Background: an optimization exercise with open tools, aiming at small area, a short achievable clock period and few clock cycles. Do not read the settings as production practice.
RTL that was checked went through simulation tests only; none was proved equivalent to the original.
For runs 1 to 4, only the layout was checked, not whether the RTL still works.
Power and IR drop assume default switching activity.

==> design/flow/design.v <==
module ota_core (
    input  wire        clk,
    input  wire        rst,
    input  wire        cmd_valid,
    output reg         cmd_ready,
    input  wire [2:0]  cmd_op,
    input  wire [31:0] cmd_arg,
    input  wire        in_valid,
    output reg         in_ready,
    input  wire [7:0]  in_data,
    output reg         rsp_valid,
    output reg  [31:0] rsp_data,
    output reg         out_valid,
    output reg  [7:0]  out_data,
    output reg         dict_we,
    output reg  [10:0] dict_waddr,
    output reg  [7:0]  dict_wdata,
    output reg  [10:0] dict_raddr,
    input  wire [7:0]  dict_rdata
);
    localparam [31:0] MAGIC_DEFAULT = 32'h45535033;
    localparam [2:0] OP_CFG_MAGIC = 3'd1;
    localparam [2:0] OP_START     = 3'd2;
    localparam [2:0] OP_POLL      = 3'd3;
    localparam [2:0] OP_PROGRESS  = 3'd4;
    localparam [2:0] OP_VERIFY    = 3'd5;
    localparam [2:0] OP_RELEASE   = 3'd6;
    localparam [31:0] RES_INPROGRESS = 32'd0;
    localparam [31:0] RES_DONE       = 32'd1;
    localparam [31:0] ERR_HDR_LENGTH = -32'sd8;
    localparam [31:0] ERR_HDR_MAGIC  = -32'sd9;
    localparam [31:0] ERR_CHECKSUM   = -32'sd10;
    localparam [31:0] ERR_DOWNLOAD   = -32'sd11;
    localparam [2:0] ST_IDLE      = 3'd0;
    localparam [2:0] ST_HEADER    = 3'd1;
    localparam [2:0] ST_FILE      = 3'd2;
    localparam [2:0] ST_COMPLETED = 3'd3;
    localparam [2:0] ST_MAGIC     = 3'd4;
    localparam [2:0] ST_ERROR     = 3'd5;
    reg [2:0]  st;
    reg        err_is_len;
    reg [31:0] magic_cfg;
    reg [32:0] rem;              
    reg [31:0] written;          
    reg        wrapped;          
    reg [31:0] crc;
    reg [31:0] hdr_crc;
    reg [4:0]  hdr_fill;
    reg        len_ok, mag_ok, lborrow;
    reg [31:0] cl;               
    reg [7:0]  b0, b1;           
    reg        v0, v1;
    reg [30:0] bitq;             
    reg [4:0]  bitcnt;
    reg [1:0]  nopp;             
    reg        rd_act;           
    reg        a_lit;            
    reg [4:0]  cnt;              
    reg        last;             
    reg        dv;               
    reg        d_lit;            
    reg [10:0] dp;               
    reg        go;               
    reg [2:0]  op_r;             
    reg        busy;             
    reg [31:0] crc_next;
    integer i;
    always @* begin
        crc_next = crc ^ {24'd0, b0};
        for (i = 0; i < 8; i = i + 1)
            crc_next = crc_next[0] ? ((crc_next >> 1) ^ 32'hEDB88320) : (crc_next >> 1);
    end
    wire active  = (st == ST_HEADER) || (st == ST_FILE) || (st == ST_COMPLETED);
    wire in_file = (st == ST_FILE);
    wire in_hdr  = (st == ST_HEADER);
    wire full_ok = bitq[30] ? (bitcnt >= 5'd9)  : (bitcnt >= 5'd16);
    wire part_ok = bitq[30] ? (bitcnt >= 5'd17) : (bitcnt >= 5'd24);
    wire tp      = (nopp != 2'd0) && full_ok;
    wire take    = tp && (!rd_act || last);
    wire [1:0] nopp_a = !full_ok ? 2'd0 :
                        take     ? {1'b0, nopp[1] && part_ok} :
                        (nopp[1] && !part_ok) ? 2'd1 : nopp;
    wire feed    = v0 && in_file && !nopp_a[1];
    wire ib_go   = v0 && (!in_file || !nopp_a[1]);
    wire cmd_fire = cmd_valid && cmd_ready;
    wire in_fire  = in_valid && in_ready;
    wire do_start = go && (op_r == OP_START) && !active;
    wire do_poll  = go && (op_r == OP_POLL);
    wire more     = (cl != 32'd0);
    wire poll_end = busy && !more && !v0 && !tp && !rd_act;
    wire       fwd     = out_valid && (dp == written[10:0]);
    wire       wr_done = wrapped || (dp < written[10:0]);
    wire [7:0] dbyte   = d_lit ? dp[7:0] :
                         fwd ? out_data :
                         wr_done ? dict_rdata :
                         ((dp >= 11'd17) ? 8'h20 : 8'h00);
    wire [38:0] ins   = {b0, 31'd0} >> bitcnt;
    wire [38:0] qx    = {bitq, 8'd0} | (feed ? ins : 39'd0);
    wire [30:0] q_n   = !take ? qx[38:8] : (bitq[30] ? qx[29:0] << 1 : qx[22:0] << 8);
    wire [4:0]  c_n   = !take ? (feed ? bitcnt + 5'd8 : bitcnt) :
                        bitq[30] ? (feed ? bitcnt - 5'd1 : bitcnt - 5'd9) :
                                   (feed ? bitcnt - 5'd8 : bitcnt - 5'd16);
    wire [7:0] rbyte = rem[8*hdr_fill[1:0] +: 8];
    wire [8:0] ldiff = {1'b0, rbyte} - {1'b0, (hdr_fill[1:0] == 2'd0) ? 8'd8 : {7'd0, lborrow}};
    wire v1_n   = (v1 && !ib_go) || (v0 && in_fire && !ib_go);
    wire more_n = in_fire ? (cl != 32'd1) : more;
    wire [31:0] written_n = written + {31'd0, out_valid};
    wire       r_wr  = (op_r == OP_PROGRESS) && active;
    reg  [4:0] r_code;
    always @* begin
        r_code = ERR_DOWNLOAD[4:0];
        if (busy) begin
            case (st)
            ST_HEADER:    r_code = RES_INPROGRESS[4:0];
            ST_COMPLETED: r_code = RES_DONE[4:0];
            ST_FILE:      r_code = (rem == 33'd20) ? RES_DONE[4:0] :
                                   (rem[32] || rem[31:0] < 32'd20) ? ERR_DOWNLOAD[4:0] :
                                   RES_INPROGRESS[4:0];
            ST_MAGIC:     r_code = ERR_HDR_MAGIC[4:0];
            ST_ERROR:     r_code = err_is_len ? ERR_HDR_LENGTH[4:0] : ERR_DOWNLOAD[4:0];
            default:      r_code = ERR_DOWNLOAD[4:0];
            endcase
        end else begin
            case (op_r)
            OP_CFG_MAGIC: r_code = active ? ERR_DOWNLOAD[4:0] : RES_DONE[4:0];
            OP_PROGRESS, OP_VERIFY: begin
                if (st == ST_MAGIC)
                    r_code = ERR_HDR_MAGIC[4:0];
                else if (st == ST_ERROR)
                    r_code = err_is_len ? ERR_HDR_LENGTH[4:0] : ERR_DOWNLOAD[4:0];
                else if (op_r == OP_VERIFY && st == ST_COMPLETED)
                    r_code = (~crc == hdr_crc) ? RES_DONE[4:0] : ERR_CHECKSUM[4:0];
                else
                    r_code = ERR_DOWNLOAD[4:0];
            end
            OP_RELEASE:   r_code = RES_DONE[4:0];
            default:      r_code = ERR_DOWNLOAD[4:0];
            endcase
        end
    end
    always @* begin
        rsp_data   = cl;
        dict_we    = out_valid;
        dict_wdata = out_data;
        dict_waddr = written[10:0];
    end
    always @(posedge clk) begin
        if (rst) begin
            st        <= ST_IDLE;
            cmd_ready <= 1'b1;
            go        <= 1'b0;
            busy      <= 1'b0;
            in_ready  <= 1'b0;
            magic_cfg <= MAGIC_DEFAULT;
            rsp_valid <= 1'b0;
            out_valid <= 1'b0;
            v0        <= 1'b0;
            v1        <= 1'b0;
            nopp      <= 2'd0;
            rd_act    <= 1'b0;
            dv        <= 1'b0;
        end else begin
            go        <= cmd_fire;
            rsp_valid <= go ? (op_r != OP_POLL) : poll_end;
            cmd_ready <= cmd_ready ? !cmd_valid : (go ? (op_r != OP_POLL) : poll_end);
            busy      <= busy ? !poll_end : do_poll;
            if (go && op_r == OP_CFG_MAGIC && !active)
                magic_cfg <= cl;
            if (do_start)
                st <= ST_HEADER;
            else if (go && op_r == OP_RELEASE)
                st <= ST_IDLE;
            else if (ib_go && in_hdr && hdr_fill == 5'd19)
                st <= (!len_ok || lborrow) ? ST_ERROR : (!mag_ok ? ST_MAGIC : ST_FILE);
            else if (poll_end && in_file && (rem == 33'd20))
                st <= ST_COMPLETED;
            else if (poll_end && in_file && (rem[32] || rem[31:0] < 32'd20))
                st <= ST_ERROR;
            if (do_poll) begin
                in_ready <= 1'b1;
            end else begin
                in_ready <= busy && more_n && !v1_n;
            end
            v0 <= ib_go ? (v1 || in_fire) : (v0 || in_fire);
            v1 <= v1_n;
            if (do_start)
                nopp <= 2'd0;
            else if (in_file)
                nopp <= nopp_a + {1'b0, feed};
            rd_act    <= take || (rd_act && !last);
            dv        <= rd_act;
            out_valid <= dv;
        end
    end
    always @(posedge clk) begin
        if (cmd_ready)
            op_r <= cmd_op;
        if (cmd_ready)
            cl <= cmd_arg;
        else if (go) begin
            if (!(op_r == OP_POLL || (op_r == OP_START && !active)))
                cl <= r_wr ? written_n : {{27{r_code[4]}}, r_code};
        end else if (in_fire)
            cl <= cl - 32'd1;
        else if (poll_end)
            cl <= {{27{r_code[4]}}, r_code};
        if (ib_go || !v0)
            b0 <= v1 ? b1 : in_data;
        if (!v1)
            b1 <= in_data;
        if (poll_end && in_file)
            err_is_len <= 1'b0;
        if (do_start) begin
            rem      <= {1'b0, cl};
            crc      <= 32'hFFFFFFFF;
            hdr_fill <= 5'd0;
            len_ok   <= 1'b1;
            mag_ok   <= 1'b1;
            lborrow  <= 1'b0;
        end else if (ib_go) begin
            if (in_hdr) begin
                hdr_fill <= hdr_fill + 5'd1;
                if (hdr_fill[4:2] == 3'd0) begin
                    len_ok  <= len_ok && (b0 == ldiff[7:0]);
                    lborrow <= ldiff[8];
                end
                if (hdr_fill[4:2] == 3'd1)
                    hdr_crc <= {b0, hdr_crc[31:8]};
                if (hdr_fill[4:2] == 3'd2)
                    mag_ok <= mag_ok && (b0 == magic_cfg[8*hdr_fill[1:0] +: 8]);
                if (hdr_fill >= 5'd8)
                    crc <= crc_next;
                if (hdr_fill == 5'd19)
                    err_is_len <= 1'b1;
            end else if (in_file) begin
                crc <= crc_next;
                rem <= rem - 33'd1;
            end
        end
        if (do_start) begin
            bitq   <= 31'd0;
            bitcnt <= 5'd0;
        end else begin
            bitq   <= q_n;
            bitcnt <= c_n;
        end
        if (take) begin
            a_lit      <= bitq[30];
            dict_raddr <= bitq[30] ? {3'd0, bitq[29:22]} : bitq[29:19] + 11'd17;
            cnt        <= bitq[30] ? 5'd0 : {1'b0, bitq[18:15]} + 5'd1;
            last       <= bitq[30];
        end else begin
            a_lit      <= 1'b0;
            dict_raddr <= dict_raddr + 11'd1;
            cnt        <= cnt - 5'd1;
            last       <= (cnt == 5'd1);
        end
        d_lit    <= a_lit;
        dp       <= dict_raddr;
        out_data <= dbyte;
        written  <= do_start ? 32'd0 : written_n;
        wrapped  <= do_start ? 1'b0 : (wrapped || (out_valid && written[10:0] == 11'd2047));
    end
endmodule
==> design/flow/flow/run.sh <==
#!/bin/bash
set -euo pipefail
bash standard.sh SETUP_SLACK_MARGIN=7 finish > standard_flow.log 2>&1
==> design/flow/standard.sh <==
#!/bin/bash
# synth_recipe.tcl (not shown) runs the flow's synth.tcl, then flattens the netlist and writes it again
# the make line also repeats each setting of config.mk as NAME=value (left out here)
make -C /OpenROAD-flow-scripts/flow DESIGN_CONFIG=/design/flow/config.mk WORK_HOME=/design/flow/orfs CLKGATE_MAP_FILE= SYNTH_SCRIPT=/design/flow/synth_recipe.tcl "${@:-finish}"
==> design/flow/config.mk <==
export PLATFORM = sky130hd
export DESIGN_NAME = ota_core
export DESIGN_NICKNAME = ota_core
export VERILOG_FILES = /design/flow/design.v
export SDC_FILE = /design/flow/constraint.sdc
export NUM_CORES = 4
export LEC_CHECK = 0
export CAP_MARGIN = 20
export CORE_MARGIN = 2
export CORE_UTILIZATION = 40
export SLEW_MARGIN = 20
==> design/flow/constraint.sdc <==
create_clock -name core_clock -period 10.0 [get_ports {clk}]
set_input_delay 2.0000 -clock core_clock [delete_from_list [all_inputs] [get_ports {clk}]]
set_output_delay 2.0000 -clock core_clock [all_outputs]
set_load 0.01 [all_outputs]
==> results of run 1 <==
[final cells by class]
cell class	instances	area share [%]
multi-input combinational	1375	44.7
sequential	311	35.2
timing repair buffer	258	9.92
clock buffer	51	4.89
tap	585	3.44
inverter	48	0.942
clock inverter	16	0.913
timing repair inverter	1	0.0353
[cells by family after synthesis]
group	count (synthesis)	share of synthesized area, %
buffers and inverters	173	4.46
adders and majority gates	36	2.60
AOI/OAI and AO/OA	376	14.3
xor gates and xnor gates	238	12.1
and+or+nand+nor	669	19.4
DFF	311	42.6
muxes	54	4.56
[worst max-delay path by stage]
stage | startpoint | cells past startpoint | end | slack (ps)
5_1_grt | cl[1] | 1 | rsp_data[1] | 6730
6_report | cl[1] | 1 | rsp_data[1] | 6730
4_1_cts | cl[1] | 1 | rsp_data[1] | 6720
3_3_place_gp | bitcnt[4] | 9 | nopp[1] | 5620
3_5_place_dp | bitcnt[4] | 9 | nopp[1] | 5560
2_1_floorplan | in_valid | 4 | cl[0] | 6900
[what timing repair did]
action / CTS / global route
gates resized for setup: 407 / 47
pin swaps: 11 / 26
buffers inserted: 73 / 43
setup endpoints to repair: 262 / 202
gates cloned: 3 / 0
[synth_stat cells, drive strengths merged (7+ instances only)]
cell     instances  area (µm²)
nand2          227         860
dfxtp          196        3920
xnor2          156        1370
nor2           139         522
edfxtp         115        3450
o21ai          100         504
xor2            82         726
clkbuf          75         282
a21oi           69         345
nor3            52         270
buf             50         310
nand3           46         235
inv             45         169
o211ai          45         338
ha              36         450
nor4            36         292
nand4           28         175
nand2b          27         169
o22ai           24         150
nand3b          22         165
mux2i           19         190
mux4            18         409
mux2            17         191
a31oi           15        93.8
or3             14        92.6
a211oi          13         108
and2            13        81.3
and3            13        81.3
a21o            11        82.6
a22oi           11        82.6
nor2b           11        68.8
o31ai           11        82.6
or4             10        78.8
o21a             8        60.1
or2              8        50.1
a2bb2oi          7        61.3
[flip-flops by register name, indices dropped and copies added, names as in the netlist, 31 cells and up]
signal	flops
rem	33
magic_cfg	32
hdr_crc	32
crc	32
bitq	31
cl	32
written	32
[routing by layer]
layer / global-route usage (%) / vias up / routed length, µm
li1: - / 7025 / -
met2: 39.1 / 627 / 25400
met5: 0 / - / 0
met3: 3.44 / 125 / 3480
met1: 32.2 / 7205 / 23600
met4: 11.3 / 0 / 2520
[per-stage QoR]
| stage | setup WS, ps | cell area, µm² | instances | util, % | total power [W] |
|---|---|---|---|---|---|
| final | 6730 | 21200 | 2645 | 49.5 | 0.00470 |
| after global routing | 6730 | 21200 | 2645 | 49.5 | 0.00492 |
| after CTS | 6720 | 20700 | 2602 | 48.3 | 0.00464 |
| after detailed placement | 5560 | 18900 | 2459 | 44.1 | 0.00317 |
| after floorplan | 6900 | 17400 | 1857 | - | 0.00270 |
| after global placement | 5620 | 18900 | 2459 | 44.1 | 0.00316 |
[cells in the final DEF (no fill, tap or decap), types with 39 or more instances in the layout]
| cell | count |
|---|---|
| o211ai_1 | 45 |
| buf_4 | 123 |
| nor3_1 | 46 |
| inv_1 | 42 |
| edfxtp_1 | 115 |
| buf_2 | 43 |
| xnor2_1 | 155 |
| o21ai_0 | 92 |
| buf_6 | 39 |
| nand2_1 | 221 |
| xor2_1 | 81 |
| clkdlybuf4s50_1 | 52 |
| nand3_1 | 44 |
| a21oi_1 | 66 |
| dfxtp_1 | 163 |
| nor2_1 | 133 |
[power groups by stage]
stage	Clock (W)	Combinational (W)	Sequential, W
2_1_floorplan	0	0.000984	0.00172
3_3_place_gp	0	0.00132	0.00183
3_5_place_dp	0	0.00133	0.00184
4_1_cts	0.00141	0.00146	0.00177
5_1_grt	0.00146	0.00166	0.00180
6_report	0.00139	0.00153	0.00178
==> flow_summary.json, run 1 <==
{
  "path_buf_inv": 1,
  "fill_cells": 3953,
  "die_area_um2": 45000,
  "grt_max_degree": 68,
  "yosysUniqueCellTypes": 93,
  "cts.reportedPaths.clkPinSlew_ps": 60,
  "power-per-cell-area_nw_per_um2": 221,
  "end_kind": "output port",
  "grt_pass1_wl_mm": 84.0,
  "coreArea_um2": 42900,
  "io_buffers": 129,
  "crit_required_ps": 8000,
  "rsz0062_at_grt": "yes",
  "cts_root_buf": "clkbuf_16",
  "timing.rr.start": "cl[21]",
  "synth_edf_count": 115,
  "fmax_ghz": 0.306,
  "slew_viol_final": 0,
  "clkPwrFrac_pct": 29.6,
  "vias_per_cell": 5.66,
  "p_int_w": 0.00307,
  "final_nets": 2123,
  "irDropWorstVdd_mv": 0.150,
  "avgSynthCellArea_um2": 9.33,
  "fin_crit_sh_pct": 32.7,
  "critPathMaxFanout": 2,
  "worstPathArrival_ps": 1270,
  "hold_depth": 0,
  "regToRegSetupSlack_ps": 6880,
  "reg2reg_depth": 11,
  "worst_pin_slew_ps": 1060,
  "cp-start-kind": "flop",
  "htreeDepth": 2,
  "setup_viol": 0,
  "seqCellArea_um2": 7480,
  "drc": 0,
  "antenna_found_initial": 0,
  "grt_usage_pct": 24.2,
  "first_iter_violations": 1485,
  "syn-cell-area_um2": 17300,
  "multiInputGateArea_um2": 9490,
  "ctsHoldBuffers": 0,
  "switching_share_pct": 34.6,
  "p_seq_share_pct": 37.8,
  "tns_ps": 0,
  "slew-limit-headroom_pct": 28.7,
  "cts_sinks": 311,
  "clock_skew_ps": 33.3,
  "ys_ff_latch": 311,
  "rr_endpoint": "st[2]",
  "cp_top_family": "flip-flops",
  "cap_violations": 0,
  "hold_class": "reg2reg",
  "whs_ps": 339,
  "crit_chain": "buf_2",
  "clk_latency_ps": 560,
  "min_from": "a_lit",
  "timing.final.crit_period_ps": 3270,
  "p_switching_w": 0.00163,
  "syn-num-nets": 1948,
  "syn_inst": 1857,
  "wl_per_cell_um": 20.8,
  "post-dp-hpwl_mm": 37.2,
  "status": "timing/DRC/antenna clean",
  "io_pins": 130,
  "whs_endpoint": "d_lit",
  "start_util_pct": 40.4,
  "grt_pass1_vias": 14300,
  "cp_slowest_cell": "edfxtp_1",
  "clock_path_buffers": 3,
  "pwr-share-comb_pct": 32.6,
  "async_reset_ff_share_pct": 0,
  "die_width_um": 212,
  "wl_mm": 55.0,
  "place_congestion": 0.902,
  "cts_buffers": 37,
  "dieHeight_um": 212,
  "seq_area_frac_synth_pct": 42.6,
  "areaGrowthSynthToFinish_pct": 22.6,
  "critical_path_class": "reg2out",
  "num_vias": 15000,
  "n_antenna_cell": 0,
  "p_leak_nw": 7.68,
  "gr-total-overflow": 0,
  "cts_tree": "built",
  "synth_warnings": 1,
  "finalHoldViolCount": 0,
  "ant_nets": 0,
  "rows": 76,
  "synth_flop_cell": "dfxtp_1",
  "max_stage_delay_ps": 520,
  "firstDrtPassIters": 6,
  "drive_above_1_share_pct": 20.0
}
==> inputs of run 2 (changes only) <==
--- a/design/flow/config.mk
+++ b/design/flow/config.mk
@@ -8,4 +8,5 @@
 export CAP_MARGIN = 20
 export CORE_MARGIN = 2
 export CORE_UTILIZATION = 40
+export CTS_BUF_LIST = sky130_fd_sc_hd__clkbuf_8
 export SLEW_MARGIN = 20
==> run 2 against run 1 <==
  * Still clean on timing, DRC and antenna
  * Clock power down 15%
  * Maximum frequency decreased by 2.9%
  * Wire length rose by 0.22%
  * Cell area down 0.85%
  * Highest routed layer unchanged
==> flow_summary.json, run 2 <==
{
  "rows": 76,
  "die_width_um": 212,
  "first_iter_violations": 1351,
  "worstPathArrival_ps": 1360,
  "cp-start-kind": "flop",
  "hold_class": "reg2reg",
  "crit_required_ps": 8000,
  "fin_crit_sh_pct": 33.6,
  "final_common_cell": "nand2_1",
  "rsz0062_at_grt": "yes",
  "syn-cell-area_um2": 17300,
  "setup_viol": 0,
  "largest_reg_flops": 33,
  "firstDrtPassIters": 6,
  "timing.rr.start": "cl[5]",
  "synth_warnings": 1,
  "cts_tree": "built",
  "synthTopCellsByCount": "nand2_1 (226), dfxtp_1 (196), xnor2_1 (155), nor2_1 (139), edfxtp_1 (115)",
  "htreeDepth": 2,
  "synth_edf_count": 115,
  "cap_violations": 0,
  "io_pins": 130,
  "finalHoldViolCount": 0,
  "slew_viol_final": 0,
  "coreArea_um2": 42900,
  "setup_ws_ps": 6640,
  "place_congestion": 0.902,
  "gr-total-overflow": 0,
  "yosysMostFrequentCell": "nand2_1",
  "antenna_found_initial": 0,
  "irDropWorstVdd_mv": 0.118,
  "layout_common_cells": "nand2_1 (222), dfxtp_1 (164), xnor2_1 (155)",
  "synth_top_cell_by_area": "dfxtp_1",
  "clk_latency_ps": 660,
  "final_nets": 2132,
  "ant_nets": 0,
  "critical_path_class": "reg2out",
  "power_w": 0.00448,
  "drc": 0,
  "place_ws_ps": 5560,
  "fmax_ghz": 0.297,
  "p_leak_nw": 7.70,
  "cts_sinks": 311,
  "crit_start": "cl[4]",
  "status": "timing/DRC/antenna clean",
  "yosysUniqueCellTypes": 93,
  "critPathMaxFanout": 2,
  "start_util_pct": 40.4,
  "synth_flop_cell": "dfxtp_1",
  "num_vias": 15100,
  "wl_per_cell_um": 20.6,
  "timing.final.crit_period_ps": 3360,
  "largest-register": "rem",
  "crit_chain": "buf_2",
  "clock_path_buffers": 3,
  "post-dp-hpwl_mm": 37.2,
  "synth.area.top_cells": "dfxtp_1 (23%), edfxtp_1 (20%), xnor2_1 (7.8%)",
  "min_from": "a_lit",
  "slew-limit-headroom_pct": 29.1,
  "cp_top_family": "flip-flops",
  "yosysTopAreaCellShare_pct": 22.6,
  "grt_usage_pct": 24.3,
  "cp_slowest_cell": "edfxtp_1",
  "grt_pass1_wl_mm": 84.3,
  "ys_ff_latch": 311,
  "avgSynthCellArea_um2": 9.33,
  "syn-num-nets": 1948,
  "path_buf_inv": 1,
  "seq_area_frac_synth_pct": 42.6,
  "syn_inst": 1857,
  "drive_above_1_share_pct": 20.3,
  "io_buffers": 129,
  "end_kind": "output port",
  "cts_root_buf": "clkbuf_8",
  "power-per-cell-area_nw_per_um2": 213,
  "grt_pass1_vias": 14500,
  "n_antenna_cell": 0,
  "grt_max_degree": 68,
  "cts.reportedPaths.clkPinSlew_ps": 60,
  "worst_pin_slew_ps": 1060,
  "clock_skew_ps": 63.9,
  "dieHeight_um": 212,
  "die_area_um2": 45000,
  "vias_per_cell": 5.65,
  "cts_buffers": 56,
  "async_reset_ff_share_pct": 0,
  "max_stage_delay_ps": 510,
  "areaGrowthSynthToFinish_pct": 21.6,
  "tns_ps": 0,
  "wl_mm": 55.1,
  "ctsHoldBuffers": 0
}
==> run 2: cell counts after synthesis <==
Identical to the previous run, type by type.
==> run 2: final cells by class <==
class,instances,area (µm²)
timing repair buffer,247,2080
timing repair inverter,1,7.51
multi-input combinational,1376,9490
clock inverter,34,163
clock buffer,68,936
tap,585,732
fill,4026,21800
sequential,311,7470
inverter,48,193
==> run 2: worst paths after layout <==
check	to	slack (ps)	cells past startpoint
worst max-delay path	rsp_data[4]	6640	1
worst min-delay path	d_lit	340	0
worst max register to register	cl[27]	7030	9
worst min register to register	d_lit	340	0
==> run 2: worst register-to-register path, cell delays in order, from the launching register on <==
cell and delay, ps:
edfxtp_1 480, buf_4 180, buf_4 150, or4_4 590
nor4_4 380, nand3_2 160, or3_1 340, xor2_1 150
o21ai_1 80, o32a_1 180
==> run 2: power by group <==
group,total [W],internal [W],switching [W]
Sequential,0.00178,0.00153,0.000248
Clock,0.00118,0.000617,0.000562
Combinational,0.00152,0.000704,0.000819
==> run 2: kinds of logic (layout without fill, tap and decap cells) <==
group,after synthesis,after routing,synth area share [%]
XOR/XNOR,238,238,12.1
AND/OR/NAND/NOR,669,672,19.4
flip-flops,311,311,42.6
buffers and inverters,173,398,4.46
AO/OA/AOI/OAI,376,376,14.3
multiplexers,54,54,4.56
adder cells (fa/ha/maj),36,36,2.60
==> run 2: timing repair <==
item	in CTS	in global routing
resized for setup	404	48
pin swaps	8	18
cloned	2	2
setup endpoints to repair	260	198
buffers inserted	73	32
==> run 2: metal layers <==
metal  global-route usage (%)  wire length, µm
met5                        0                0
met4                     12.5             2810
met3                     3.59             4190
met2                     38.7            25000
met1                     32.1            23200
==> run 2: through the flow <==
stage               hold slack, ps  cells  utilization, %  cell area [µm²]
floorplan                      310   1857               -            17400
global placement               318   2459            44.1            18900
detailed placement             318   2459            44.1            18900
CTS                            344   2636            48.0            20600
global route                   361   2670            49.1            21100
finish                         340   2670            49.1            21100
==> inputs of run 3 (changes only) <==
--- a/design/flow/design.v
+++ b/design/flow/design.v
@@ -87,13 +87,32 @@
     wire do_start = go && (op_r == OP_START) && !active;
     wire do_poll  = go && (op_r == OP_POLL);
     wire more     = (cl != 32'd0);
+    function [32:0] pfx_and;
+        input [32:0] x;
+        integer j, l;
+        begin
+            pfx_and = x;
+            for (l = 0; l < 6; l = l + 1)
+                for (j = 0; j < 33; j = j + 1)
+                    if (j & (1 << l))
+                        pfx_and[j] = pfx_and[j] & pfx_and[((j >> l) << l) - 1];
+        end
+    endfunction
+    wire [32:0] cl_p  = pfx_and({1'b1, ~cl});
+    wire [31:0] cl_z  = {cl_p[30:0], 1'b1};
+    wire [32:0] rem_p = pfx_and(~rem);
+    wire [32:0] rem_z = {rem_p[31:0], 1'b1};
+    wire [32:0] wr_p  = pfx_and({1'b1, written});
+    wire [31:0] wr_z  = {wr_p[30:0], 1'b1};
     wire poll_end = busy && !more && !v0 && !tp && !rd_act;
     wire       fwd     = out_valid && (dp == written[10:0]);
     wire       wr_done = wrapped || (dp < written[10:0]);
-    wire [7:0] dbyte   = d_lit ? dp[7:0] :
-                         fwd ? out_data :
-                         wr_done ? dict_rdata :
-                         ((dp >= 11'd17) ? 8'h20 : 8'h00);
+    wire       s_lit   = d_lit;
+    wire       s_fwd   = !d_lit && fwd;
+    wire       s_ram   = !d_lit && !fwd && wr_done;
+    wire       s_spc   = !d_lit && !fwd && !wr_done && (dp >= 11'd17);
+    wire [7:0] dbyte   = ({8{s_lit}} & dp[7:0]) | ({8{s_fwd}} & out_data) |
+                         ({8{s_ram}} & dict_rdata) | {2'b00, s_spc, 5'b00000};
     wire [38:0] ins   = {b0, 31'd0} >> bitcnt;
     wire [38:0] qx    = {bitq, 8'd0} | (feed ? ins : 39'd0);
     wire [30:0] q_n   = !take ? qx[38:8] : (bitq[30] ? qx[29:0] << 1 : qx[22:0] << 8);
@@ -104,7 +123,7 @@
     wire [8:0] ldiff = {1'b0, rbyte} - {1'b0, (hdr_fill[1:0] == 2'd0) ? 8'd8 : {7'd0, lborrow}};
     wire v1_n   = (v1 && !ib_go) || (v0 && in_fire && !ib_go);
     wire more_n = in_fire ? (cl != 32'd1) : more;
-    wire [31:0] written_n = written + {31'd0, out_valid};
+    wire [31:0] written_n = written ^ ({32{out_valid}} & wr_z);
     wire       r_wr  = (op_r == OP_PROGRESS) && active;
     reg  [4:0] r_code;
     always @* begin
@@ -197,13 +216,10 @@
             op_r <= cmd_op;
         if (cmd_ready)
             cl <= cmd_arg;
-        else if (go) begin
-            if (!(op_r == OP_POLL || (op_r == OP_START && !active)))
-                cl <= r_wr ? written_n : {{27{r_code[4]}}, r_code};
-        end else if (in_fire)
-            cl <= cl - 32'd1;
-        else if (poll_end)
-            cl <= {{27{r_code[4]}}, r_code};
+        else if ((go && !(op_r == OP_POLL || (op_r == OP_START && !active))) || poll_end)
+            cl <= (go && r_wr) ? written_n : {{27{r_code[4]}}, r_code};
+        else
+            cl <= cl ^ ({32{in_fire}} & cl_z);    
         if (ib_go || !v0)
             b0 <= v1 ? b1 : in_data;
         if (!v1)
@@ -217,8 +233,10 @@
             len_ok   <= 1'b1;
             mag_ok   <= 1'b1;
             lborrow  <= 1'b0;
-        end else if (ib_go) begin
-            if (in_hdr) begin
+        end else begin
+            if (ib_go && in_file)
+                rem <= rem ^ rem_z;                              
+            if (ib_go && in_hdr) begin
                 hdr_fill <= hdr_fill + 5'd1;
                 if (hdr_fill[4:2] == 3'd0) begin
                     len_ok  <= len_ok && (b0 == ldiff[7:0]);
@@ -232,9 +250,8 @@
                     crc <= crc_next;
                 if (hdr_fill == 5'd19)
                     err_is_len <= 1'b1;
-            end else if (in_file) begin
+            end else if (ib_go && in_file) begin
                 crc <= crc_next;
-                rem <= rem - 33'd1;
             end
         end
         if (do_start) begin
--- a/design/flow/config.mk
+++ b/design/flow/config.mk
@@ -8,5 +8,4 @@
 export CAP_MARGIN = 20
 export CORE_MARGIN = 2
 export CORE_UTILIZATION = 40
-export CTS_BUF_LIST = sky130_fd_sc_hd__clkbuf_8
 export SLEW_MARGIN = 20
==> run 3 against run 2 <==
  * Synthesized cell count shrank 3.0%
  * Worst setup slack gained 300 ps
  * Wire length shrank 8.2%
  * Maximum frequency grew 9.8%
  * Sequential power shrank 3%
  * Combinational power shrank 3%
  * Register-to-register slack gained 50 ps
  * Clock power grew 29%
  * Critical endpoint is now rsp_data[9]
  * Largest power group unchanged
==> flow_summary.json, run 3 <==
{
  "drc": 0,
  "postLayoutCellArea_um2": 20800,
  "cap_violations": 0,
  "slew_viol_final": 0,
  "grt_usage_pct": 23.7,
  "power-per-cell-area_nw_per_um2": 227,
  "grt_pass1_wl_mm": 78.6,
  "ant_nets": 0,
  "fill_cells": 3696,
  "max_stage_delay_ps": 360,
  "wl_mm": 50.6,
  "p_int_w": 0.00317,
  "firstDrtPassIters": 5,
  "seq_area_frac_synth_pct": 42.5,
  "cts_root_buf": "clkbuf_16",
  "tns_ps": 0,
  "cp_top_family": "flip-flops",
  "rsz0062_at_grt": "yes",
  "synth_warnings": 1,
  "io_buffers": 129,
  "worst_pin_slew_ps": 901,
  "avgSynthCellArea_um2": 9.12,
  "pwr-share-comb_pct": 31.4,
  "clkPwrFrac_pct": 32.2,
  "slew-limit-headroom_pct": 38.4,
  "die_area_um2": 42700,
  "crit_cells": 1,
  "ys_ff_latch": 311,
  "grt_pass1_vias": 13700,
  "largest_reg_flops": 33,
  "p_leak_nw": 7.66,
  "hold_class": "reg2reg",
  "setup_viol": 0,
  "crit_chain": "buf_6",
  "p_seq_share_pct": 36.4,
  "cts_sinks": 311,
  "coreArea_um2": 40600,
  "synth_flop_cell": "dfxtp_1",
  "areaGrowthSynthToFinish_pct": 26.4,
  "die_width_um": 207,
  "n_antenna_cell": 0,
  "crit_required_ps": 8000,
  "first_iter_violations": 968,
  "async_reset_ff_share_pct": 0,
  "rr_endpoint": "rem[27]",
  "critPathMaxFanout": 2,
  "dpl_cell_area_um2": 18100,
  "cts_tree": "built",
  "fmax_ghz": 0.327,
  "clock_path_buffers": 3,
  "gr-total-overflow": 0,
  "timing.rr.start": "rem[0]",
  "syn-num-nets": 1892,
  "cts.reportedPaths.clkPinSlew_ps": 60,
  "yosysTopAreaCellShare_pct": 28.8,
  "syn_inst": 1801,
  "placed_cells": 2359,
  "timing.final.crit_period_ps": 3060,
  "synth_edf_count": 75,
  "antenna_found_initial": 0,
  "synth_top_cell_by_area": "dfxtp_1",
  "status": "timing/DRC/antenna clean",
  "irDropWorstVdd_mv": 0.163,
  "cts_buffers": 38,
  "critical_path_class": "reg2out",
  "switching_share_pct": 32.7,
  "endpoint": "rsp_data[9]",
  "final_common_cell": "nand2_1",
  "regToRegSetupSlack_ps": 7080,
  "vias_per_cell": 5.60,
  "synthTopCellsByCount": "dfxtp_1 (236), nand2_1 (233), xnor2_1 (170), nor2_1 (139), clkbuf_1 (85)",
  "clock_skew_ps": 34.3,
  "multiInputGateArea_um2": 9040,
  "reg2reg_depth": 10,
  "grt_max_degree": 79,
  "drive_above_1_share_pct": 20.9,
  "rows": 74,
  "finalHoldViolCount": 0,
  "final_nets": 2044,
  "synth.area.top_cells": "dfxtp_1 (29%), edfxtp_1 (14%), xnor2_1 (9.1%)",
  "layout_common_cells": "nand2_1 (230), xnor2_1 (168), dfxtp_1 (165)",
  "crit_start": "cl[9]",
  "htreeDepth": 2,
  "fin_crit_sh_pct": 30.6,
  "post-dp-hpwl_mm": 34.3,
  "largest-register": "rem",
  "num_vias": 14100,
  "cp-start-kind": "flop",
  "yosysUniqueCellTypes": 86,
  "p_switching_w": 0.00154,
  "end_kind": "output port",
  "yosysMostFrequentCell": "dfxtp_1",
  "seqCellArea_um2": 7200,
  "start_util_pct": 40.4,
  "wl_per_cell_um": 20.1,
  "path_buf_inv": 1,
  "io_pins": 130,
  "worstPathArrival_ps": 1060,
  "dieHeight_um": 207,
  "stdcell_count": 2513,
  "clk_latency_ps": 580,
  "cp_slowest_cell": "dfxtp_4",
  "place_congestion": 0.897,
  "syn-cell-area_um2": 16400
}
## run 3: cell count changes in the layout (fill, tap and decap cells not counted), moves of 15 or more
cell       previous run  this run
o211ai_1             45        27
o21ai_0              92        71
edfxtp_1            115        75
buf_2                42         1
xor2_1               80        62
nand2b_1             27        12
dfxtp_4              21        53
buf_6                43        81
clkbuf_16             0        39
clkbuf_8             68         4
## run 3: worst min path at each step
stage	end	slack (ps)	cells after the start	startpoint
floorplan	d_lit	310	0	a_lit
global placement	d_lit	310	0	a_lit
detailed placement	d_lit	350	0	a_lit
CTS	d_lit	350	0	a_lit
global route	d_lit	350	0	a_lit
finish	d_lit	350	0	a_lit
## run 3: kinds of logic after synthesis
group	count (synthesis)	synth area share (%)
compound gates	347	14.3
fa+ha+maj	36	2.74
xor+xnor	233	12.4
mux	46	4.19
buf+inv	185	4.78
simple gates	643	19.1
flops	311	42.5
## run 3: through the flow
step / utilization, % / hold WS (ps) / total power (W) / worst slack, ps
finish: 51.1 / 345 / 0.00471 / 6940
global route: 51.1 / 354 / 0.00495 / 6920
CTS: 50.2 / 355 / 0.00471 / 6910
detailed placement: 44.5 / 347 / 0.00305 / 5940
global placement: 44.5 / 313 / 0.00304 / 6000
floorplan: - / 310 / 0.00261 / 6680
## run 3: what timing repair did
| item | CTS | global route |
|---|---|---|
| setup buffers | 65 | 20 |
| resized for setup | 527 | 44 |
| setup endpoints to repair | 212 | 199 |
| hold buffers | 0 | 0 |
| gates cloned | 0 | 1 |
| pin swaps | 9 | 15 |
## run 3: power groups by stage
stage,Combinational (W),Clock (W),Sequential (W)
after detailed placement,0.00130,0,0.00175
after floorplan,0.000950,0,0.00166
after global placement,0.00129,0,0.00175
after global routing,0.00162,0.00159,0.00174
final,0.00148,0.00152,0.00172
after CTS,0.00146,0.00154,0.00171
## run 3: area by class of cell
type	instances	share of cell area, %
multi-input cells	1305	43.6
clock buffers	50	4.99
clock inverters	18	1.62
well taps	532	3.21
flip-flops and latches	311	34.7
inverters	64	1.22
repair buffers	233	10.7
## run 3: layer usage
metal	vias to the layer above	part of all wire [%]	global-route usage, %
li1	6685	-	-
met1	6806	44	32.1
met2	493	46	38.1
met3	90	6.3	3.64
met4	0	3.3	9.01
met5	-	0	0
==> inputs of run 4 (changes only) <==
==> design/flow/flow/run.sh (replaced) <==
#!/bin/bash
set -euo pipefail
bash standard.sh SETUP_SLACK_MARGIN=6.9 finish > standard_flow.log 2>&1
--- a/design/flow/config.mk
+++ b/design/flow/config.mk
@@ -7,5 +7,5 @@
 export LEC_CHECK = 0
 export CAP_MARGIN = 20
 export CORE_MARGIN = 2
-export CORE_UTILIZATION = 40
+export CORE_UTILIZATION = 50
 export SLEW_MARGIN = 20
==> run 4 against run 3 <==
  * Still clean on timing, DRC and antenna
  * Power is 5.3% lower
  * First-iteration DRC count is 13% higher
  * Clock skew fell by 10 ps
  * Hold slack improved by 27 ps
  * Maximum frequency down 0.76%
  * Worst setup slack worse by 23 ps
  * Clock power is 11% lower
  * Flip-flop and latch count is the same
  * Cell area fell by 4.2%
  * Non-clock buffer count fell by 18
==> flow_summary.json, run 4 <==
{
  "timing.final.crit_period_ps": 3090,
  "first_iter_violations": 1091,
  "tns_ps": 0,
  "setup_viol": 0,
  "crit_required_ps": 8000,
  "largest-register": "rem",
  "ctsHoldBuffers": 0,
  "cp_top_family": "flip-flops",
  "synthTopCellsByCount": "dfxtp_1 (236), nand2_1 (233), xnor2_1 (170), nor2_1 (139), clkbuf_1 (85)",
  "firstDrtPassIters": 7,
  "async_reset_ff_share_pct": 0,
  "regToRegSetupSlack_ps": 6960,
  "ant_nets": 0,
  "yosysUniqueCellTypes": 86,
  "final_nets": 2025,
  "clock_skew_ps": 24.2,
  "final_common_cell": "nand2_1",
  "irDropWorstVdd_mv": 0.141,
  "cts.reportedPaths.clkPinSlew_ps": 60,
  "synth_top_cell_by_area": "dfxtp_1",
  "grt_usage_pct": 29.4,
  "max_stage_delay_ps": 360,
  "clk_latency_ps": 530,
  "drc": 0,
  "fin_crit_sh_pct": 30.9,
  "rr_endpoint": "cl[15]",
  "slew-limit-headroom_pct": 35.6,
  "placed_cells": 2267,
  "timing.rr.start": "cl[4]",
  "crit_cells": 1,
  "coreArea_um2": 32500,
  "io_buffers": 129,
  "grt_pass1_wl_mm": 78.4,
  "slew_viol_final": 0,
  "cp_slowest_cell": "dfxtp_4",
  "clock_path_buffers": 3,
  "synth_edf_count": 75,
  "antenna_found_initial": 0,
  "fmax_ghz": 0.324,
  "hold_depth": 0,
  "path_buf_inv": 1,
  "n_antenna_cell": 0,
  "place_congestion": 0.903,
  "die_area_um2": 34300,
  "dieHeight_um": 185,
  "worstPathArrival_ps": 1090,
  "min_from": "a_lit",
  "hold_class": "reg2reg",
  "cts_root_buf": "clkbuf_16",
  "stdcell_count": 2403,
  "p_leak_nw": 7.37,
  "syn_inst": 1801,
  "post-dp-hpwl_mm": 33.3,
  "num_vias": 14200,
  "die_width_um": 185,
  "seq_area_frac_synth_pct": 42.5,
  "reg2reg_depth": 7,
  "cp-start-kind": "flop",
  "avgSynthCellArea_um2": 9.12,
  "critical_path_class": "reg2out",
  "gr-total-overflow": 0,
  "cap_violations": 0,
  "largest_reg_flops": 33,
  "areaGrowthSynthToFinish_pct": 21.1,
  "ys_ff_latch": 311,
  "yosysMostFrequentCell": "dfxtp_1",
  "synth.area.top_cells": "dfxtp_1 (29%), edfxtp_1 (14%), xnor2_1 (9.1%)",
  "status": "timing/DRC/antenna clean",
  "cts_tree": "built",
  "grt_pass1_vias": 13600,
  "worst_pin_slew_ps": 959,
  "start_util_pct": 50.6,
  "grt_max_degree": 72,
  "syn-num-nets": 1892,
  "cts_sinks": 311,
  "rows": 66,
  "synth_warnings": 1,
  "drive_above_1_share_pct": 19.6,
  "htreeDepth": 2,
  "power-per-cell-area_nw_per_um2": 225,
  "wl_per_cell_um": 21.2,
  "finalHoldViolCount": 0,
  "yosysTopAreaCellShare_pct": 28.8,
  "vias_per_cell": 5.89,
  "crit_chain": "clkdlybuf4s15_2",
  "rsz0062_at_grt": "yes",
  "whs_endpoint": "d_lit",
  "io_pins": 130,
  "cts_buffers": 37,
  "critPathMaxFanout": 2,
  "wl_mm": 50.9,
  "syn-cell-area_um2": 16400,
  "synth_flop_cell": "dfxtp_1",
  "layout_common_cells": "nand2_1 (230), xnor2_1 (170), dfxtp_1 (169)",
  "end_kind": "output port"
}
[run 4: cell counts after synthesis]
No cell type changed its count.
[run 4: layout make-up]
class	instances	area, µm²
clock buffer	49	1060
clock inverter	17	169
fill	2827	12600
inverter	64	250
multi-input combinational	1305	8980
sequential	311	7170
tap	442	553
timing repair buffer	215	1700
[run 4: metal layers]
layer	GRT usage (%)	wire (µm)
met5	0	0
met4	10.3	1850
met2	47.4	23200
met1	40.5	22700
met3	4.05	3190
[run 4: repair_timing]
action / in CTS / in global routing
endpoints found under the setup margin: 210 / 184
setup buffers: 55 / 15
gates resized for setup: 387 / 54
pin swaps: 6 / 7
[run 4: report_power, final]
part           switching, W  internal (W)  total (W)
logic              0.000750      0.000642    0.00139
registers          0.000219       0.00149    0.00171
clock network      0.000537      0.000827    0.00136
total               0.00151       0.00296    0.00447
[run 4: cell families (layout without fill, tap and decap cells)]
group           Yosys count  after routing  share of synthesized area (%)
xor+xnor                233            233                           12.4
fa+ha+maj                36             36                           2.74
buf+inv                 185            345                           4.78
simple gates            643            643                           19.1
compound gates          347            347                           14.3
mux                      46             46                           4.19
flops                   311            311                           42.5
[run 4: worst max path at each step]
stage / startpoint / to / slack, ps
final: cl[14] / rsp_data[14] / 6910
after global routing: bitcnt[3] / nopp[1] / 6740
after CTS: cl[1] / rsp_data[1] / 6830
after detailed placement: in_valid / cl[20] / 5930
after global placement: in_valid / cl[20] / 6030
after floorplan: in_valid / cl[10] / 6680
[run 4: per-stage QoR]
| stage | area, µm² | total power (W) | utilization [%] | hold slack, ps | setup slack (ps) |
|---|---|---|---|---|---|
| global placement | 18000 | 0.00305 | 55.3 | 364 | 6030 |
| global route | 19900 | 0.00469 | 61.3 | 387 | 6740 |
| detailed placement | 18000 | 0.00306 | 55.4 | 341 | 5930 |
| floorplan | 16500 | 0.00261 | - | 310 | 6680 |
| CTS | 19800 | 0.00448 | 60.9 | 373 | 6830 |
| finish | 19900 | 0.00447 | 61.3 | 372 | 6910 |
==> inputs of run 5 (changes only) <==
--- a/design/flow/design.v
+++ b/design/flow/design.v
@@ -195,11 +195,10 @@
                 st <= ST_COMPLETED;
             else if (poll_end && in_file && (rem[32] || rem[31:0] < 32'd20))
                 st <= ST_ERROR;
-            if (do_poll) begin
+            if (cmd_fire)
                 in_ready <= 1'b1;
-            end else begin
-                in_ready <= busy && more_n && !v1_n;
-            end
+            else
+                in_ready <= (busy || do_poll) && more_n && !v1_n;
             v0 <= ib_go ? (v1 || in_fire) : (v0 || in_fire);
             v1 <= v1_n;
             if (do_start)
--- a/design/flow/config.mk
+++ b/design/flow/config.mk
@@ -7,5 +7,5 @@
 export LEC_CHECK = 0
 export CAP_MARGIN = 20
 export CORE_MARGIN = 2
-export CORE_UTILIZATION = 50
+export CORE_UTILIZATION = 60
 export SLEW_MARGIN = 20
==> run 5 against run 4 <==
  * Synthesized cell count grew 1.8%
  * Wire length rose by 3.5%
  * Via count increased by 6.0%
  * Clock power down 11%
  * Critical path depth rose by 11
  * Hold slack worse by 22 ps
  * Worst setup slack got worse by 330 ps
  * Sequential power fell by 4%
  * Die area shrank 15%
  * Maximum frequency is 9.8% lower
==> flow_summary.json, run 5 <==
{
  "cts_tree": "built",
  "p_leak_nw": 7.55,
  "status": "timing/DRC/antenna clean",
  "critical_path_class": "in2reg",
  "layout_common_cells": "nand2_1 (214), dfxtp_1 (168), nor2_1 (150)",
  "synth_top_cell_by_area": "dfxtp_1",
  "end_kind": "flop",
  "fin_crit_sh_pct": 34.2,
  "grt_pass1_wl_mm": 78.0,
  "worst_pin_slew_ps": 993,
  "synth_flop_cell": "dfxtp_1",
  "areaGrowthSynthToFinish_pct": 21.5,
  "ys_ff_latch": 311,
  "largest_reg_flops": 33,
  "final_common_cell": "nand2_1",
  "antenna_found_initial": 2,
  "place_ws_ps": 5390,
  "clk_latency_ps": 510,
  "io_pins": 130,
  "synth_edf_count": 75,
  "drc": 0,
  "n_antenna_cell": 0,
  "fmax_ghz": 0.292,
  "finalHoldViolCount": 0,
  "whs_ps": 350,
  "grt_max_degree": 92,
  "clock_skew_ps": 15.4,
  "critPathMaxFanout": 2,
  "coreArea_um2": 27100,
  "htreeDepth": 2,
  "setup_ws_ps": 6580,
  "wl_mm": 52.6,
  "die_width_um": 171,
  "vias_per_cell": 6.30,
  "seq_area_frac_synth_pct": 41.9,
  "clock_path_buffers": 3,
  "cap_violations": 0,
  "post-dp-hpwl_mm": 33.1,
  "hold_class": "reg2reg",
  "worstPathArrival_ps": 3810,
  "cp-start-kind": "primary input",
  "ctsHoldBuffers": 0,
  "crit_required_ps": 10390,
  "ant_nets": 0,
  "dieHeight_um": 171,
  "cts_sinks": 311,
  "wl_per_cell_um": 22.1,
  "io_buffers": 129,
  "first_iter_violations": 1687,
  "synth.area.top_cells": "dfxtp_1 (28%), edfxtp_1 (14%), xnor2_1 (7.1%)",
  "tns_ps": 0,
  "rows": 60,
  "syn_inst": 1834,
  "syn-num-nets": 1925,
  "async_reset_ff_share_pct": 0,
  "synth_warnings": 1,
  "grt_pass1_vias": 14100,
  "yosysTopAreaCellShare_pct": 28.4,
  "yosysMostFrequentCell": "dfxtp_1",
  "cts_root_buf": "clkbuf_16",
  "drive_above_1_share_pct": 21.1,
  "syn-cell-area_um2": 16700,
  "avgSynthCellArea_um2": 9.08,
  "setup_viol": 0,
  "rsz0062_at_grt": "yes",
  "firstDrtPassIters": 6,
  "gr-total-overflow": 0,
  "die_area_um2": 29100,
  "final_nets": 2076,
  "num_vias": 15000,
  "slew_viol_final": 0,
  "place_congestion": 0.939,
  "timing.final.crit_period_ps": 3420,
  "power-per-cell-area_nw_per_um2": 198,
  "yosysUniqueCellTypes": 92,
  "stdcell_count": 2381,
  "placed_cells": 2229,
  "slew-limit-headroom_pct": 33.8,
  "largest-register": "rem",
  "cts_buffers": 35,
  "synthTopCellsByCount": "dfxtp_1 (236), nand2_1 (219), nor2_1 (158), xnor2_1 (135), xor2_1 (90)",
  "start_util_pct": 61.5,
  "irDropWorstVdd_mv": 0.115,
  "power_w": 0.00401,
  "cts.reportedPaths.clkPinSlew_ps": 60,
  "grt_usage_pct": 34.2
}
-- run 5: what timing repair did --
action                                  CTS  global route
endpoints found under the setup margin  247           146
pin swaps                                19            31
setup buffers                            51            34
gates cloned                              2             4
resized for setup                       378           110
-- run 5: cell families after synthesis --
family | share of synthesized area, %
AND/OR/NAND/NOR | 19.8
AO/OA/AOI/OAI | 14.3
flip-flops | 41.9
XOR/XNOR | 11.9
buffers and inverters | 4.78
multiplexers | 4.65
adder cells (fa/ha/maj) | 2.70
-- run 5: path summary, 6_finish.rpt --
check / from / end / slack (ps) / depth (start not counted)
max reg2reg: cl[11] / cl[14] / 6720 / 11
max: in_valid / cl[14] / 6580 / 12
min: a_lit / d_lit / 350 / 0
min reg2reg: a_lit / d_lit / 350 / 0
-- run 5: worst max-delay path, cell delays in order --
cell and delay (ps):
buf_6 70, nor4bb_4 220, nor3b_4 250, buf_4 140
buf_6 90, buf_6 90, buf_6 100, nand4_1 200
nor2_2 200, xnor2_1 150, nand3_1 110, o221a_2 170
-- run 5: per-stage QoR --
| stage | instance area, µm² | util, % |
|---|---|---|
| 5_1_grt | 20200 | 74.7 |
| 2_1_floorplan | 16700 | - |
| 3_5_place_dp | 18000 | 66.6 |
| 6_report | 20200 | 74.7 |
| 3_3_place_gp | 18000 | 66.6 |
| 4_1_cts | 19800 | 73.0 |
-- run 5: where the power goes --
group	internal [W]	total, W	switching, W
clock network	0.000695	0.00121	0.000517
logic	0.000539	0.00115	0.000609
registers	0.00145	0.00165	0.000193
-- run 5: cell type report --
cell class | instances | area (µm²)
clock inverter | 10 | 55.1
sequential | 311 | 7180
tap | 372 | 465
clock buffer | 51 | 1000
timing repair buffer | 229 | 1900
inverter | 63 | 246
multi-input combinational | 1345 | 9400
fill | 1984 | 6860
-- run 5: metal layers --
layer,share of wire [%],global-route usage (%),vias up
met4,4.7,13.1,2
li1,-,-,6823
met3,8.3,5.64,187
met2,47,56.7,794
met1,40,44.9,7199
met5,0.025,0,-
Testbench counts of run 5, summed over its fixed seeds: cycles 130,440.
==> inputs of run 6 (changes only) <==
--- a/design/flow/config.mk
+++ b/design/flow/config.mk
@@ -7,5 +7,5 @@
 export LEC_CHECK = 0
 export CAP_MARGIN = 20
 export CORE_MARGIN = 2
-export CORE_UTILIZATION = 60
+export CORE_UTILIZATION = 50
 export SLEW_MARGIN = 20
==> run 6 against run 5 <==
  * Hold slack worse by 26 ps
  * Clock skew increased by 1.8 ps
  * Core utilization is 13 points lower
  * Register-to-register slack improved by 120 ps
  * Wire length fell by 1.3%
  * Power decreased by 0.88%
  * Combinational power fell by 4%
  * Critical path depth stayed put
  * Critical endpoint is now cl[20]
  * Largest cell class unchanged
==> flow_summary.json, run 6 <==
{
  "cts_sinks": 311,
  "final_common_cell": "nand2_1",
  "io_pins": 130,
  "syn_inst": 1834,
  "timing.rr.start": "cl[9]",
  "die_width_um": 187,
  "setup_viol": 0,
  "post-dp-hpwl_mm": 34.0,
  "synth_warnings": 1,
  "grt_max_degree": 92,
  "synth_flop_cell": "dfxtp_1",
  "rows": 66,
  "power_w": 0.00397,
  "grt_usage_pct": 28.8,
  "crit_required_ps": 10460,
  "slew_viol_final": 0,
  "irDropWorstVdd_mv": 0.126,
  "ys_ff_latch": 311,
  "hold_class": "reg2reg",
  "worst_pin_slew_ps": 1030,
  "firstDrtPassIters": 5,
  "drive_above_1_share_pct": 20.3,
  "io_buffers": 129,
  "rr_endpoint": "cl[5]",
  "cts_buffers": 37,
  "dieHeight_um": 187,
  "synthTopCellsByCount": "dfxtp_1 (236), nand2_1 (219), nor2_1 (158), xnor2_1 (135), xor2_1 (90)",
  "yosysUniqueCellTypes": 92,
  "wl_mm": 52.0,
  "largest-register": "rem",
  "regToRegSetupSlack_ps": 6840,
  "place_congestion": 0.913,
  "reg2reg_depth": 10,
  "drc": 0,
  "areaGrowthSynthToFinish_pct": 21.0,
  "antenna_found_initial": 0,
  "start_util_pct": 50.9,
  "cap_violations": 0,
  "syn-cell-area_um2": 16700,
  "yosysMostFrequentCell": "dfxtp_1",
  "cts_tree": "built",
  "final_nets": 2068,
  "status": "timing/DRC/antenna clean",
  "clock_skew_ps": 17.2,
  "grt_pass1_vias": 13700,
  "synth_edf_count": 75,
  "endpoint": "cl[20]",
  "async_reset_ff_share_pct": 0,
  "avgSynthCellArea_um2": 9.08,
  "wl_per_cell_um": 21.3,
  "clock_path_buffers": 3,
  "slew-limit-headroom_pct": 31.5,
  "finalHoldViolCount": 0,
  "p_leak_nw": 7.52,
  "num_vias": 14500,
  "seq_area_frac_synth_pct": 41.9,
  "first_iter_violations": 1329,
  "cts_root_buf": "clkbuf_16",
  "coreArea_um2": 32700,
  "largest_reg_flops": 33,
  "power-per-cell-area_nw_per_um2": 197,
  "yosysTopAreaCellShare_pct": 28.4,
  "synth.area.top_cells": "dfxtp_1 (28%), edfxtp_1 (14%), xnor2_1 (7.1%)",
  "worstPathArrival_ps": 3900,
  "fmax_ghz": 0.291,
  "crit_start": "in_valid",
  "htreeDepth": 2,
  "fin_crit_sh_pct": 34.4,
  "critPathMaxFanout": 4,
  "cts.reportedPaths.clkPinSlew_ps": 60,
  "syn-num-nets": 1925,
  "grt_pass1_wl_mm": 79.2,
  "n_antenna_cell": 0,
  "timing.final.crit_period_ps": 3440,
  "clk_latency_ps": 530,
  "end_kind": "flop",
  "cp-start-kind": "primary input",
  "synth_top_cell_by_area": "dfxtp_1",
  "die_area_um2": 34800,
  "critical_path_class": "in2reg",
  "vias_per_cell": 5.92,
  "ant_nets": 0,
  "layout_common_cells": "nand2_1 (213), dfxtp_1 (166), nor2_1 (153)",
  "tns_ps": 0,
  "rsz0062_at_grt": "yes",
  "whs_ps": 324,
  "gr-total-overflow": 0
}
[run 6: cell counts after synthesis]
Identical to the previous run, type by type.
[run 6: report_power, final]
| group | switching [W] | total (W) | internal, W |
|---|---|---|---|
| Clock | 0.000527 | 0.00123 | 0.000701 |
| Combinational | 0.000591 | 0.00110 | 0.000509 |
| Sequential | 0.000190 | 0.00164 | 0.00145 |
[run 6: cell type report]
cell class / count / area [µm²]
Clock buffer: 51 / 1010
Clock inverter: 11 / 53.8
Fill cell: 2915 / 12600
Inverter: 63 / 246
Multi-Input combinational cell: 1343 / 9340
Sequential cell: 311 / 7180
Tap cell: 442 / 553
Timing Repair Buffer: 221 / 1760
[run 6: through the flow]
step | utilization (%) | setup slack (ps) | area, µm² | std cells
global placement | 55.4 | 5350 | 18100 | 2300
global route | 61.6 | 6460 | 20100 | 2442
detailed placement | 55.4 | 5310 | 18100 | 2300
CTS | 60.5 | 6620 | 19800 | 2415
finish | 61.6 | 6560 | 20100 | 2442
floorplan | - | 6220 | 16700 | 1834
[run 6: cells by family after synthesis]
kind of cell,after synthesis,share of synthesized area [%]
AOI/OAI and AO/OA,354,14.3
xor gates and xnor gates,226,11.9
adders and majority gates,36,2.70
buffers and inverters,183,4.78
DFF,311,41.9
muxes,53,4.65
and+or+nand+nor,671,19.8
[run 6: worst min-delay path by stage]
stage,slack (ps),cells after the start,to,from
6_report,320,0,d_lit,a_lit
5_1_grt,330,0,d_lit,a_lit
4_1_cts,330,0,d_lit,a_lit
3_5_place_dp,310,0,d_lit,a_lit
3_3_place_gp,320,0,d_lit,a_lit
2_1_floorplan,310,0,d_lit,a_lit
[run 6: metal layers]
layer	wire length (µm)	up-vias	GRT usage (%)
met4	1910	0	10.4
li1	-	6818	-
met1	22400	6960	38.9
met5	0	-	0
met2	24200	562	46.8
met3	3400	127	4.53
[run 6: worst max-delay path: stages]
cell and delay [ps]:
buf_6 80, nor4bb_4 220, nor3b_4 260, buf_6 130, buf_6 90, buf_6 90
nand4_1 180, or3_4 410, buf_4 150, a31oi_4 120, a21oi_1 50, a21oi_1 100
[run 6: timing repair]
item,in CTS,in global routing
pin swaps,11,16
gates resized for setup,446,70
hold buffers,0,0
gates cloned,4,2
endpoints found under the setup margin,235,147
setup buffers,49,25
==> inputs of run 7 (changes only) <==
==> design/flow/flow/run.sh (replaced) <==
#!/bin/bash
set -euo pipefail
bash standard.sh SETUP_SLACK_MARGIN=7 finish > standard_flow.log 2>&1
==> run 7 against run 6 <==
  * Core utilization rose by 1.7 points
  * Worst setup slack got worse by 7.0 ps
  * Wire length rose by 2.0%
  * Critical path type unchanged
  * Critical endpoint is now cl[16]
  * Largest cell class unchanged
==> flow_summary.json, run 7 <==
{
  "status": "timing/DRC/antenna clean",
  "fin_crit_sh_pct": 34.4,
  "tns_ps": 0,
  "multiInputGateArea_um2": 9370,
  "gr-total-overflow": 0,
  "synth_flop_cell": "dfxtp_1",
  "rows": 66,
  "coreArea_um2": 32700,
  "vias_per_cell": 5.93,
  "antenna_found_initial": 0,
  "dieHeight_um": 187,
  "cts_sinks": 311,
  "power-per-cell-area_nw_per_um2": 203,
  "drive_above_1_share_pct": 21.1,
  "hold_class": "reg2reg",
  "worstPathArrival_ps": 3870,
  "post-dp-hpwl_mm": 34.5,
  "synth_top_cell_by_area": "dfxtp_1",
  "critPathMaxFanout": 8,
  "setup_viol": 0,
  "syn-cell-area_um2": 16700,
  "firstDrtPassIters": 6,
  "final_common_cell": "nand2_1",
  "yosysUniqueCellTypes": 92,
  "cts.reportedPaths.clkPinSlew_ps": 60,
  "ys_ff_latch": 311,
  "die_width_um": 187,
  "met1_length_mm": 22.6,
  "cts_root_buf": "clkbuf_16",
  "die_area_um2": 34800,
  "syn_inst": 1834,
  "ctsHoldBuffers": 0,
  "crit_chain": "buf_8 -> nor4bb_4 -> nor3b_4 -> buf_4 -> buf_6 -> nand2_4 -> o21ai_1 -> or4b_2 -> o221a_1",
  "p_leak_nw": 7.73,
  "worst_pin_slew_ps": 1010,
  "io_pins": 130,
  "place_congestion": 0.919,
  "wl_mm": 53.0,
  "cp_slowest_cell": "or4b_2",
  "layout_common_cells": "nand2_1 (212), dfxtp_1 (162), nor2_1 (151)",
  "whs_ps": 330,
  "rsz0062_at_grt": "yes",
  "irDropWorstVdd_mv": 0.179,
  "areaGrowthSynthToFinish_pct": 24.4,
  "finalHoldViolCount": 0,
  "wl_met3_mm": 3.68,
  "end_kind": "flop",
  "start_util_pct": 50.9,
  "fmax_ghz": 0.290,
  "seq_area_frac_synth_pct": 41.9,
  "clock_path_buffers": 3,
  "first_iter_violations": 1278,
  "num_vias": 14600,
  "cts_tree": "built",
  "synthTopCellsByCount": "dfxtp_1 (236), nand2_1 (219), nor2_1 (158), xnor2_1 (135), xor2_1 (90)",
  "n_antenna_cell": 0,
  "final_nets": 2076,
  "clk_latency_ps": 540,
  "fill_cells": 2766,
  "seqCellArea_um2": 7190,
  "grt_pass1_wl_mm": 81.4,
  "clock_skew_ps": 23.3,
  "dr_wl_met2_mm": 24.4,
  "async_reset_ff_share_pct": 0,
  "ant_nets": 0,
  "grt_max_degree": 92,
  "slew-limit-headroom_pct": 31.5,
  "avgSynthCellArea_um2": 9.08,
  "largest-register": "rem",
  "grt_pass1_vias": 14000,
  "cp-start-kind": "primary input",
  "synth.area.top_cells": "dfxtp_1 (28%), edfxtp_1 (14%), xnor2_1 (7.1%)",
  "timing.final.crit_period_ps": 3440,
  "largest_reg_flops": 33,
  "stdcell_count": 2452,
  "drc": 0,
  "dr.max_layer_used": "met4",
  "slew_viol_final": 0,
  "syn-num-nets": 1925,
  "yosysTopAreaCellShare_pct": 28.4,
  "yosysMostFrequentCell": "dfxtp_1",
  "path_buf_inv": 3,
  "cap_violations": 0,
  "htreeDepth": 2,
  "placed_cells": 2298,
  "wl_per_cell_um": 21.6,
  "critical_path_class": "in2reg",
  "io_buffers": 129,
  "grt_usage_pct": 29.8,
  "crit_required_ps": 10420,
  "final_core_util_pct": 63.4,
  "synth_edf_count": 75,
  "cts_buffers": 36,
  "max_stage_delay_ps": 610,
  "cp_top_family": "simple AND/OR/NAND/NOR gates",
  "synth_warnings": 1
}
run 7: per-layer routing:
layer / track usage (%) / vias to the layer above
li1: - / 6821
met1: 39.1 / 7011
met2: 47.8 / 573
met3: 5.49 / 147
met4: 13.7 / 0
met5: 0 / -
run 7: cell families (layout without fill, tap and decap cells):
| group | count (synthesis) | in the layout | synth area share (%) |
|---|---|---|---|
| compound gates | 354 | 355 | 14.3 |
| xor+xnor | 226 | 226 | 11.9 |
| fa+ha+maj | 36 | 36 | 2.70 |
| buf+inv | 183 | 353 | 4.78 |
| flops | 311 | 311 | 41.9 |
| mux | 53 | 53 | 4.65 |
| simple gates | 671 | 676 | 19.8 |
run 7: layout make-up:
| cell class | instances | area share [%] |
|---|---|---|
| clock buffer | 48 | 4.81 |
| tap | 442 | 2.67 |
| clock inverter | 15 | 0.876 |
| inverter | 63 | 1.19 |
| multi-input combinational | 1346 | 45.2 |
| timing repair buffer | 227 | 10.5 |
| sequential | 311 | 34.7 |
run 7: timing repair:
item,4_1_cts,5_1_grt
cloned,6,1
setup buffers,70,14
pin swaps,10,24
resized for setup,521,69
endpoints found under the setup margin,253,190
run 7: power by group:
part | switching (W) | internal, W | leakage (nW) | total (W)
clock | 0.000537 | 0.000805 | 0.575 | 0.00134
combinational | 0.000614 | 0.000597 | 4.49 | 0.00121
sequential | 0.000190 | 0.00146 | 2.66 | 0.00165
total | 0.00134 | 0.00286 | 7.73 | 0.00420
run 7: path summary, 6_finish.rpt:
| path | slack [ps] | endpoint | from | cells past startpoint |
|---|---|---|---|---|
| min | 330 | d_lit | a_lit | 0 |
| min reg2reg | 330 | d_lit | a_lit | 0 |
| max reg2reg | 6930 | cl[11] | cl[9] | 11 |
| max | 6560 | cl[16] | in_valid | 9 |
run 7: metrics by stage:
step / area [µm²] / power [W] / setup WS, ps
after global placement: 18100 / 0.00273 / 5380
after CTS: 20300 / 0.00415 / 6690
after global routing: 20700 / 0.00439 / 6510
after floorplan: 16700 / 0.00238 / 6220
final: 20700 / 0.00420 / 6560
after detailed placement: 18100 / 0.00274 / 5370

## static timing again, ports no longer ideal
The flow's constraints put no driver on any port. The routed layouts listed below were extracted and timed again, unchanged, in two steps.
Step 1 sets driving cells, clkbuf_16 on the clock port and buf_2 on the other inputs (assumed; they add their load-dependent delay and slew).
Step 2 adds t to the input delays and takes it off the output delays; t is the mean of the earliest and latest rising clock arrival at the registers after step 1. Input paths then give back, and output paths get back, about the clock's delay inside the block.
Three values: no drivers, after step 1, after step 2; two values: the first two.
run	t, ns	setup WS [ns]	worst setup path after step 2	clock arrival spread, ns
run 1	0.609	6.733 / 6.670 / 6.516	input to register	0.033 / 0.034
run 2	0.686	6.637 / 6.583 / 6.502	input to register	0.064 / 0.064
run 3	0.619	6.937 / 6.878 / 6.420	input to register	0.037 / 0.037
run 4	0.570	6.914 / 6.860 / 6.407	input to register	0.024 / 0.024
run 5	0.556	6.580 / 6.592 / 6.035	input to register	0.018 / 0.017
run 6	0.582	6.562 / 6.575 / 5.993	input to register	0.018 / 0.018
run 7	0.577	6.555 / 6.555 / 5.978	input to register	0.024 / 0.024
After both steps every run listed still meets setup and hold. The setup slack of run 7, which loses most, moves by 0.000 ns with the drivers and by -0.577 ns with both steps.
